Context: an optimization exercise on an open-source flow, tuned for a short achievable clock period and few clock cycles. The choices shown serve that exercise and are no tape-out recipe. No driver is modelled on the clock port, so clock power and skew are understated where the tree is cut down; a real chip needs a root buffer or a tree. Power and IR drop assume default switching activity.

// mnp_codec
module mnp_codec (
    input  wire        clk,
    input  wire        rst,
    input  wire        tx_in_valid,
    output wire        tx_in_ready,
    input  wire        tx_in_end,
    input  wire [7:0]  tx_in_data,
    output wire        tx_out_valid,
    input  wire        tx_out_ready,
    output wire [7:0]  tx_out_data,
    input  wire        rx_in_valid,
    output wire        rx_in_ready,
    input  wire        rx_in_eos,
    input  wire [7:0]  rx_in_data,
    output wire        rx_out_valid,
    output wire [7:0]  rx_out_data,
    output wire        rx_done_valid,
    output wire [2:0]  rx_done_status,
    output wire [7:0]  rx_done_kind,
    output wire [7:0]  rx_done_seq,
    output wire [7:0]  rx_done_credit,
    output wire [10:0] rx_done_len
);
    mnp_txf u_txf (
        .clk(clk), .rst(rst),
        .in_valid(tx_in_valid), .in_ready(tx_in_ready),
        .in_end(tx_in_end), .in_data(tx_in_data),
        .out_valid(tx_out_valid), .out_ready(tx_out_ready),
        .out_data(tx_out_data)
    );
    mnp_rxd u_rxd (
        .clk(clk), .rst(rst),
        .in_valid(rx_in_valid), .in_ready(rx_in_ready),
        .in_eos(rx_in_eos), .in_data(rx_in_data),
        .out_valid(rx_out_valid), .out_data(rx_out_data),
  ...
For scale: about 270 flip-flops, roughly 82 I/O pins, ~9100 um^2 of cells after synthesis.
export LEC_CHECK = 0
export ABC_CLOCK_PERIOD_IN_PS = 1500
export CAP_MARGIN = 20
export CORE_MARGIN = 2
export CORE_UTILIZATION = 40
export GPL_TIMING_DRIVEN = 1
export PLACE_DENSITY = 0.6
export SETUP_SLACK_MARGIN = 2.0
export SLEW_MARGIN = 20
export TNS_END_PERCENT = 100
create_clock -name core_clock -period 3.5 [get_ports {clk}]
standard.sh (not shown) runs the stock make flow with config.mk's settings and CLKGATE_MAP_FILE= SYNTH_SCRIPT=/design/flow/synth_recipe.tcl, a recipe that flattens the netlist after the stock synthesis.
==> flow/flow/run.sh <==
#!/bin/bash
# The standard layout, except that the clock tree is built by
# cts_manual.tcl (a copy of ORFS cts.tcl with a shallow manual tree: port ->
# 4 root buffers -> leaf buffers -> registers) instead of TritonCTS.
set -euo pipefail
here=$(pwd)
export MT_DIR=$here/flow
export MT_LEAVES=${MT_LEAVES:-14}
export MT_ROOTS=${MT_ROOTS:-4}
bash standard.sh synth floorplan place > std_place.log 2>&1
bash standard.sh run RUN_SCRIPT=$here/flow/cts_manual.tcl > cts_manual.log 2>&1
res=$here/orfs/results/sky130hd/mnp_codec/base
test -f $res/4_1_cts.odb
test -f $res/4_cts.sdc
bash standard.sh finish > std_finish.log 2>&1
Other scripts of this flow, unchanged in this note and not shown: flow/flow/cts_manual.tcl, flow/flow/manual_tree.tcl
Change:
--- a/flow/design.v
+++ b/flow/design.v
@@ -123,27 +123,24 @@
             in_ready <= 1'b1;
         end else if (pop || !ih_v) begin
             ih_v     <= is_v || accept;
             is_v     <= 1'b0;
             in_ready <= 1'b1;
         end else if (accept) begin
             is_v     <= 1'b1;
             in_ready <= 1'b0;
         end
     end
-    wire          h_load = pop || !ih_v;
-    wire [EW-1:0] h_next = ({EW{!h_load}} & ih) |
-                           ({EW{h_load && is_v}} & is) |
-                           ({EW{h_load && !is_v}} & e_in);
     always @(posedge clk) begin
-        ih <= h_next;
-        if (!h_load && accept)
+        if (pop || !ih_v)
+            ih <= is_v ? is : e_in;
+        else if (accept)
             is <= e_in;
     end
     always @(posedge clk) begin
         if (rst) begin
             st    <= 8'b0000_0001;
             st_w  <= 1'b1;
             k_oct <= SYN;
         end else if (go) begin
             st    <= 8'b0000_0000;
             st_w  <= 1'b0;
@@ -159,22 +156,28 @@
                 end
                 st[S_STUFF]: begin st[S_DATA] <= 1'b1; st_w <= 1'b1; end
                 st[S_ETX]:   st[S_FCSLO] <= 1'b1;
                 st[S_FCSLO]: st[S_FCSHI] <= 1'b1;
                 st[S_FCSHI]: begin st[S_IDLE] <= 1'b1; st_w <= 1'b1; k_oct <= SYN; end
                 default:     begin st[S_IDLE] <= 1'b1; st_w <= 1'b1; k_oct <= SYN; end
             endcase
         end
     end
     always @(posedge clk) begin
-        out_valid <= !rst && ((advance && core_valid) || (!advance && out_valid));
-        out_data  <= ({8{advance}} & core_out) | ({8{!advance}} & out_data);
+        if (rst)
+            out_valid <= 1'b0;
+        else if (advance)
+            out_valid <= core_valid;
+    end
+    always @(posedge clk) begin
+        if (advance)
+            out_data <= core_out;
     end
 endmodule
 module mnp_rxd (
     input  wire        clk,
     input  wire        rst,
     input  wire        in_valid,
     output wire        in_ready,
     input  wire        in_eos,
     input  wire [7:0]  in_data,
     output reg         out_valid,
@@ -352,24 +355,26 @@
     end
     reg [2:0] done_k;
     assign done_kind = {5'b00000, done_k};
     always @(posedge clk) begin
         if (rst) done_valid <= 1'b0;
         else     done_valid <= e_v;
     end
     always @(posedge clk) begin
         done_status <= {e_eos, !e_eos && e_err,
                         !e_eos && (e_ovf || (e_fin && !(lo_m && e_him)))};
-        done_k      <= cls_kind;
-        done_seq    <= cls_seq;
-        done_credit <= cls_credit;
-        done_len    <= cnt;
+        if (e_fin) begin
+            done_k      <= cls_kind;
+            done_seq    <= cls_seq;
+            done_credit <= cls_credit;
+            done_len    <= cnt;
+        end
     end
 endmodule
 module mnp_codec (
     input  wire        clk,
     input  wire        rst,
     input  wire        tx_in_valid,
     output wire        tx_in_ready,
     input  wire        tx_in_end,
     input  wire [7:0]  tx_in_data,
     output wire        tx_out_valid,
- The changed run finished clean
- first-iteration DRC count falls by 38%
- global-route usage goes down by 0.50 points
- area after synthesis increases by 2.9%
- clock power barely changes
- final cell count rose by 0.95%
- fmax shrinks by 3.3%
No run of this note included a check of the RTL's function; only the layout flow was run. In every run of this note, the design's own scripts or RTL, not TritonCTS, make the clock network.

========
mnp_codec, a different RTL version from the one above (not shown whole).
Size in the first run: about 850 cells after synthesis, ~290 flip-flops, roughly 82 I/O pins, ~9900 sq um of cells after synthesis.
==> module mnp_txf, before the edit <==
module mnp_txf (
    input  wire       clk,
    input  wire       rst,
    input  wire       in_valid,
    output reg        in_ready,
    input  wire       in_end,
    input  wire [7:0] in_data,
    output reg        out_valid,
    input  wire       out_ready,
    output reg  [7:0] out_data
);
    localparam [7:0] SYN = 8'h16, DLE = 8'h10, STX = 8'h02, ETX = 8'h03;
    localparam integer S_IDLE = 0, S_DLE = 1, S_STX = 2, S_DATA = 3,
                       S_STUFF = 4, S_ETX = 5, S_FCSLO = 6, S_FCSHI = 7;
    localparam integer EW = 1 + 1 + 8 + 3;   
    reg          ih_v, is_v;
    reg [EW-1:0] ih, is;
    wire [EW-1:0] e_in = {in_end, (!in_end && in_data == DLE), in_end ? DLE : in_data,
                          !in_end && (^in_data[3:0]),
                          !in_end && (^in_data[6:4]),
                          !in_end && (^in_data[7:4])};
    wire        h_end = ih[12];
    wire        h_dle = ih[11];
    wire [7:0]  h_oct = ih[10:3];
    wire        h_pl  = ih[2];
    wire        h_ph7 = ih[1];
    wire        h_ph  = ih[0];
    wire accept = in_valid && !is_v;
    reg [7:0]  st;
    reg        st_w;       
    reg [7:0]  k_oct;      
    reg        ov;         
    wire advance    = !ov || out_ready;
    wire core_valid = !st_w || ih_v;
    wire go  = core_valid && advance;
    wire pop = st[S_DATA] && ih_v && advance;    
    reg         c_clr, c_stp;
    reg  [15:0] c_dv;
    reg         c_ds, c_dh;
    wire [7:0]  h_c   = h_end ? ETX : h_oct;    
    wire        h_pd  = h_pl ^ h_ph;
    wire        h_pd7 = h_pl ^ h_ph7;
    wire [15:0] h_dv  = {h_pd, h_pd7,
                         h_c[6] ^ h_c[7], h_c[5] ^ h_c[6], h_c[4] ^ h_c[5],
                         h_c[3] ^ h_c[4], h_c[2] ^ h_c[3], h_c[1] ^ h_c[2],
                         h_c[0] ^ h_c[1], h_c[0],
                         5'b00000,
                         h_pd};
    wire [15:0] crc;
    mnp_crc_reg u_crc (.clk(clk), .clr(c_clr), .stp(c_stp), .dv(c_dv), .ds(c_ds), .dh(c_dh),
                       .crc(crc));
    always @(posedge clk) begin
        c_clr <= go && st[S_IDLE];
        c_stp <= pop;
        c_dv  <= h_dv;
        c_ds  <= h_pd ^ h_c[1];
        c_dh  <= h_c[1];
    end
    wire [7:0] core_out = k_oct |
                          ({8{st[S_DATA]}}  & h_oct) |
                          ({8{st[S_FCSLO]}} & crc[7:0]) |
                          ({8{st[S_FCSHI]}} & crc[15:8]);
    always @(posedge clk) begin
        if (rst) begin
            ih_v     <= 1'b0;
            is_v     <= 1'b0;
        end else if (pop || !ih_v) begin
            ih_v     <= is_v || accept;
            is_v     <= 1'b0;
        end else if (accept) begin
            is_v     <= 1'b1;
        end
    end
    always @(posedge clk) begin
        in_ready <= rst || pop || !ih_v || !(is_v || accept);
    end
    wire          h_load = pop || !ih_v;
    wire [EW-1:0] h_next = ({EW{!h_load}} & ih) |
                           ({EW{h_load && is_v}} & is) |
                           ({EW{h_load && !is_v}} & e_in);
    always @(posedge clk) begin
        ih <= h_next;
        if (!h_load && accept)
            is <= e_in;
    end
    always @(posedge clk) begin
        if (rst) begin
            st    <= 8'b0000_0001;
            st_w  <= 1'b1;
            k_oct <= SYN;
        end else if (go) begin
            st    <= 8'b0000_0000;
            st_w  <= 1'b0;
            k_oct <= 8'h00;
            case (1'b1)
                st[S_IDLE]:  begin st[S_DLE] <= 1'b1; k_oct <= DLE; end
                st[S_DLE]:   begin st[S_STX] <= 1'b1; k_oct <= STX; end
                st[S_STX]:   begin st[S_DATA] <= 1'b1; st_w <= 1'b1; end
                st[S_DATA]: begin
                    if (h_end)      begin st[S_ETX]   <= 1'b1; k_oct <= ETX; end
                    else if (h_dle) begin st[S_STUFF] <= 1'b1; k_oct <= DLE; end
                    else            begin st[S_DATA]  <= 1'b1; st_w <= 1'b1; end
                end
                st[S_STUFF]: begin st[S_DATA] <= 1'b1; st_w <= 1'b1; end
                st[S_ETX]:   st[S_FCSLO] <= 1'b1;
                st[S_FCSLO]: st[S_FCSHI] <= 1'b1;
                st[S_FCSHI]: begin st[S_IDLE] <= 1'b1; st_w <= 1'b1; k_oct <= SYN; end
                default:     begin st[S_IDLE] <= 1'b1; st_w <= 1'b1; k_oct <= SYN; end
            endcase
        end
    end
    reg [7:0] oc;
    always @(posedge clk) begin
        if (rst)
            ov <= 1'b0;
        else if (advance)
            ov <= core_valid;
        if (rst)
            out_valid <= 1'b0;
        else if (!out_valid || out_ready)
            out_valid <= core_valid;
        if (go)
            oc <= core_out;
        out_data <= advance ? core_out : oc;
    end
endmodule
Settings: LEC_CHECK=0, ABC_CLOCK_PERIOD_IN_PS=1500, CAP_MARGIN=20, CORE_MARGIN=2, CORE_UTILIZATION=40, GPL_TIMING_DRIVEN=1, PLACE_DENSITY=0.6, SETUP_SLACK_MARGIN=2.0, SLEW_MARGIN=20, TNS_END_PERCENT=100; clock period 3.5 ns.
Scripts as last shown in full above: flow/flow/run.sh
Other scripts of this flow, unchanged in this note and not shown: flow/flow/cts_manual.tcl, flow/flow/manual_tree.tcl
Next try:
--- a/flow/design.v
+++ b/flow/design.v
@@ -150,7 +150,19 @@
     always @(posedge clk) begin
         ih <= h_next;
-        if (!h_load && accept)
+        if (!is_v)           
             is <= e_in;
     end
+    wire s_data  = st[S_DATA] && !h_end && !h_dle;
+    wire s_stuff = st[S_DATA] && h_dle;
+    wire s_etx   = st[S_DATA] && h_end;
+    wire [7:0] st_n = go ? {st[S_FCSLO], st[S_ETX], s_etx, s_stuff,
+                            st[S_STX] || st[S_STUFF] || s_data,
+                            st[S_DLE], st[S_IDLE], st[S_FCSHI]}
+                         : st;
+    wire [7:0] k_n = go ? (({8{st[S_IDLE] || s_stuff}} & DLE) |
+                           ({8{st[S_DLE]}}             & STX) |
+                           ({8{s_etx}}                 & ETX) |
+                           ({8{st[S_FCSHI]}}           & SYN))
+                        : k_oct;
     always @(posedge clk) begin
         if (rst) begin
@@ -158,23 +170,8 @@
             st_w  <= 1'b1;
             k_oct <= SYN;
-        end else if (go) begin
-            st    <= 8'b0000_0000;
-            st_w  <= 1'b0;
-            k_oct <= 8'h00;
-            case (1'b1)
-                st[S_IDLE]:  begin st[S_DLE] <= 1'b1; k_oct <= DLE; end
-                st[S_DLE]:   begin st[S_STX] <= 1'b1; k_oct <= STX; end
-                st[S_STX]:   begin st[S_DATA] <= 1'b1; st_w <= 1'b1; end
-                st[S_DATA]: begin
-                    if (h_end)      begin st[S_ETX]   <= 1'b1; k_oct <= ETX; end
-                    else if (h_dle) begin st[S_STUFF] <= 1'b1; k_oct <= DLE; end
-                    else            begin st[S_DATA]  <= 1'b1; st_w <= 1'b1; end
-                end
-                st[S_STUFF]: begin st[S_DATA] <= 1'b1; st_w <= 1'b1; end
-                st[S_ETX]:   st[S_FCSLO] <= 1'b1;
-                st[S_FCSLO]: st[S_FCSHI] <= 1'b1;
-                st[S_FCSHI]: begin st[S_IDLE] <= 1'b1; st_w <= 1'b1; k_oct <= SYN; end
-                default:     begin st[S_IDLE] <= 1'b1; st_w <= 1'b1; k_oct <= SYN; end
-            endcase
+        end else begin
+            st    <= st_n;
+            st_w  <= st_n[S_IDLE] || st_n[S_DATA];
+            k_oct <= k_n;
         end
     end
After rerunning: Total power rose by about 0.5%. Worst hold slack gets better by 0.020 ns. Utilization fell by 0.41 points. Die area fell by about 0.7%. Final cell count fell by 0.71%. Routed wire length fell by about 5.3%. Via count fell by about 4%. Synthesized area fell by about 0.7%. Critical path depth is unchanged. Design area fell by about 1.1%. Sequential share of layout area rose by 0.67 points. First-iteration DRC count fell by 20%. Register-to-register slack gets better by 0.10 ns. Sequential power barely changes.
No run of this note included a check of the RTL's function; only the layout flow was run. No run of this note takes its clock network from TritonCTS; it comes from the design's own scripts or RTL.

[separate check: timing with driven ports]
Ports are ideal in the flow. The routed layouts listed here were re-timed in OpenROAD. Step 1 sets driving cells, clkbuf_16 on the clock port and buf_2 on the other inputs (assumed; they add their load-dependent delay and slew). Step 2 also shifts input and output timing later by t, the mid clock arrival at the registers, as if the neighbouring blocks saw the same clock. Three values: no drivers, after step 1, after step 2; two values: the first two.
run	shift t [ns]	setup slack, ns	latest minus earliest clock arrival (ns)
the first run of note 1	0.386	1.961 / 1.877 / 1.702	0.028 / 0.028
the second run of note 1	0.384	1.908 / 1.813 / 1.666	0.027 / 0.027
the first run of note 2	0.392	1.841 / 1.746 / 1.674	0.034 / 0.033
the second run of note 2	0.393	1.956 / 1.861 / 1.772	0.028 / 0.027
After both steps every run listed still meets setup and hold. The setup slack of the first run of note 1, which loses most, moves by -0.084 ns with the drivers and by -0.259 ns with both steps.
